What follows belongs to an exercise in optimizing a design on an open flow for small area; a production flow would make more cautious choices. Only simulation tests tie the RTL to the original design; equivalence was not proved. Power and IR drop assume default switching activity.

## mms_asc
module mms_asc (
    input  wire        clk,
    input  wire        rst,
    input  wire        tick,
    input  wire        cmd_valid,
    input  wire [31:0] cmd_word,
    output wire        ready,
    output wire [31:0] rd_data,
    output wire [15:0] pwm_duty
);
For scale: roughly 510 flip-flops, ~85 I/O pins.
clock: 25.0 ns
lec_check: 0
abc_area: 1
cap_margin: 20
core_margin: 2
core_utilization: 55
cts_cluster_diameter: 80
cts_cluster_size: 28
hold_slack_margin: 0
place_density: 0.65
slew_margin: 20
standard.sh (not shown) runs the stock make flow with config.mk's settings and CLKGATE_MAP_FILE= SYNTH_SCRIPT=/design/flow/synth_recipe.tcl, a recipe that flattens the netlist after the stock synthesis.
==> flow/flow/run.sh <==
#!/bin/bash
# Standard layout, with buf_1 as the port buffer cell.
set -e
export BUFFER_PORTS_ARGS="-buffer_cell sky130_fd_sc_hd__buf_1"
bash standard.sh > standard.log 2>&1
Change:
--- a/flow/design.v
+++ b/flow/design.v
@@ -136,38 +136,37 @@
         B_1000 = 5'd4,  B_L    = 5'd5,  B_H    = 5'd6,  B_S    = 5'd7,
         B_REL  = 5'd8,  B_125  = 5'd9,  B_GAIN = 5'd10, B_GE9  = 5'd11,
         B_SAT  = 5'd12, B_LPP  = 5'd13, B_THR  = 5'd14, B_PMAX = 5'd15,
         B_PCEN = 5'd16, B_20K  = 5'd17, B_NCMP = 5'd18, B_FREQ = 5'd19,
         B_M4   = 5'd20;
     localparam [1:0] A_H = 2'd0, A_ZERO = 2'd1, A_SHL = 2'd2;
     localparam [1:0] H_HOLD = 2'd0, H_SUM = 2'd1, H_SHR = 2'd2, H_DIVQ = 2'd3;
     localparam [1:0] L_HOLD = 2'd0, L_LDH = 2'd1, L_SHR = 2'd2, L_LDC = 2'd3;
     localparam [3:0] P_LP1 = 4'd14;    
     localparam [3:0] P_THR = 4'd13;    
-    reg [7:0]  idx_r;         
+    reg [31:0] phase_acc;
     reg [23:0] freq_hz;
     reg [2:0]  wave_sel;
     reg [15:0] noise_lfsr;
     reg [9:0]  env_amp;
     reg [31:0] env_elapsed;
     reg [9:0]  env_rel_start;
     reg [9:0]  sustain_lvl;
     reg [15:0] tb0;
     reg [15:0] tb1;           
     reg [15:0] tb2;           
     reg [9:0]  env_s_lvl;
     reg [7:0]  gain;
     reg [3:0]  lp_shift;
     reg [15:0] pwm_max;
     reg [15:0] pwm_duty_r;
     reg [8:0]  ge;            
-    reg [31:0] phase_acc;     
     reg [31:0] phase_inc;
     reg [31:0] err_word;
     reg [15:0] attack_ms;
     reg [15:0] decay_ms;
     reg [15:0] release_ms;
     reg [15:0] sample_out;
     reg [15:0] pwm_center;
     reg [15:0] sc_ctrl;
     reg [15:0] lp_prev;
     reg [2:0]  env_state;
@@ -231,21 +230,21 @@
             8'h10: resv_bad = (arg[23:1] != 0);
             8'h11, 8'h12: resv_bad = (arg != 24'd0);
             8'h20: begin resv_bad = (arg[23:5] != 0); range_bad = ge24({19'd0, arg[4:0]}, 24'd27); end
             default: op_known = 1'b0;
         endcase
     end
     wire [2:0] cmd_err_code = (op == 8'h80) ? 3'd2 :
                               !op_known     ? 3'd1 :
                               resv_bad      ? 3'd3 :
                               range_bad     ? 3'd4 : 3'd0;
-    wire [7:0]  idx = idx_r;
+    wire [7:0]  idx = phase_acc[31:24];
     wire [14:0] sine_mag;
     mms_sine_rom u_rom (.i(idx[6:0]), .mag(sine_mag));
     wire [6:0] tri_v = idx[7] ? ~idx[6:0] : idx[6:0];
     wire [1:0] tri_c = (tri_v == 7'd127) ? 2'd3 :
                        ge24({17'd0, tri_v}, 24'd85) ? 2'd2 :
                        ge24({17'd0, tri_v}, 24'd43) ? 2'd1 : 2'd0;
     reg [15:0] rv;        
     reg        rsub;      
     reg        rneg;      
     always @(*) begin
@@ -820,39 +819,38 @@
                 H_SHR:         H <= sum[22:1];
                 default: ;
             endcase
             if (h_op == H_SHR)       L <= {sum[0], L[15:1]};
             else if (h_op == H_DIVQ) L <= {L[14:0], pos};
             else if (l_op == L_LDH)  L <= H[15:0];
             else if (l_op == L_SHR)  L <= {1'b0, L[15:1]};
         end
     end
     always @(posedge clk) begin
-        if (t1r && ph[4:3] == 2'b11) idx_r <= {si_pa, idx_r[7:1]};
+        if (en_pa)  phase_acc     <= {si_pa,  phase_acc[31:1]};
         if (en_fq)  freq_hz       <= {si_fq,  freq_hz[23:1]};
         if (en_ws)  wave_sel      <= {si_ws,  wave_sel[2:1]};
         if (en_lf)  noise_lfsr    <= {si_lf,  noise_lfsr[15:1]} ^
                                      ((lf_step & noise_lfsr[0]) ? 16'h3400 : 16'h0000);
         if (en_amp) env_amp       <= {si_amp, env_amp[9:1]};
         if (en_el)  env_elapsed   <= {si_el,  env_elapsed[31:1]};
         if (en_rs)  env_rel_start <= {si_rs,  env_rel_start[9:1]};
         if (en_su)  sustain_lvl   <= {si_su,  sustain_lvl[9:1]};
         if (en_t0)  tb0          <= {si_t0,  tb0[15:1]};
         if (en_sl)  env_s_lvl     <= {si_sl,  env_s_lvl[9:1]};
         if (en_gn)  gain          <= {si_gn,  gain[7:1]};
         if (en_ls)  lp_shift      <= {si_ls,  lp_shift[3:1]};
         if (en_pm)  pwm_max       <= {si_pm,  pwm_max[15:1]};
         if (en_pd)  pwm_duty_r    <= {si_pd,  pwm_duty_r[15:1]};
         if (en_ge)  ge            <= {si_ge,  ge[8:1]};
     end
     always @(posedge clk) begin
-        phase_acc  <= {en_pa  ? si_pa  : phase_acc[0],  phase_acc[31:1]};
         phase_inc  <= {wr_pi  ? wi_pi  : phase_inc[0],  phase_inc[31:1]};
         err_word   <= {wr_ew  ? wi_ew  : err_word[0],   err_word[31:1]};
         attack_ms  <= {wr_at  ? wi_at  : attack_ms[0],  attack_ms[15:1]};
         decay_ms   <= {wr_dc  ? wi_dc  : decay_ms[0],   decay_ms[15:1]};
         release_ms <= {wr_re  ? wi_re  : release_ms[0], release_ms[15:1]};
         sample_out <= {wr_so  ? wi_so  : sample_out[0], sample_out[15:1]};
         pwm_center <= {wr_pce ? wi_pce : pwm_center[0], pwm_center[15:1]};
         sc_ctrl    <= {wr_sc  ? wi_sc  : sc_ctrl[0],    sc_ctrl[15:1]};
         lp_prev    <= {wr_lp  ? wi_lp  : lp_prev[0],    lp_prev[15:1]};
         tb1        <= {en_t1  ? si_t1  : tb1[0],        tb1[15:1]};
Sequential power hardly moves.
Total power went up by 13%.
Sequential share of layout area rises by 0.21 points.
Clock-buffer cell count fell by 5.
Via count goes down by 1.4%.

## separate check: timing with driven ports
In the flow no input, the clock included, has a driving cell. The finished layouts below were timed again as built, in two steps. Step 1 assumes that a clkbuf_16 drives the clock port and a buf_2 every other input. Step 2, shift: input delay + t, output delay - t, t = (earliest + latest rising clock arrival at the registers) / 2. This alone moves slack from input paths to output paths. Slacks: ideal / step 1 / step 2; pairs: ideal / step 1.
run	t (ns)	setup slack, ns	worst setup path at the end	slew at the worst register clock pin (ns)	cell pins on the clock port's net
the first run	0.681	11.827 / 11.827 / 11.827	register to register	0.11 / 0.11	1
the second run	0.661	11.927 / 11.927 / 11.927	register to register	0.11 / 0.11	1
After both steps setup and hold are still met in every run listed.
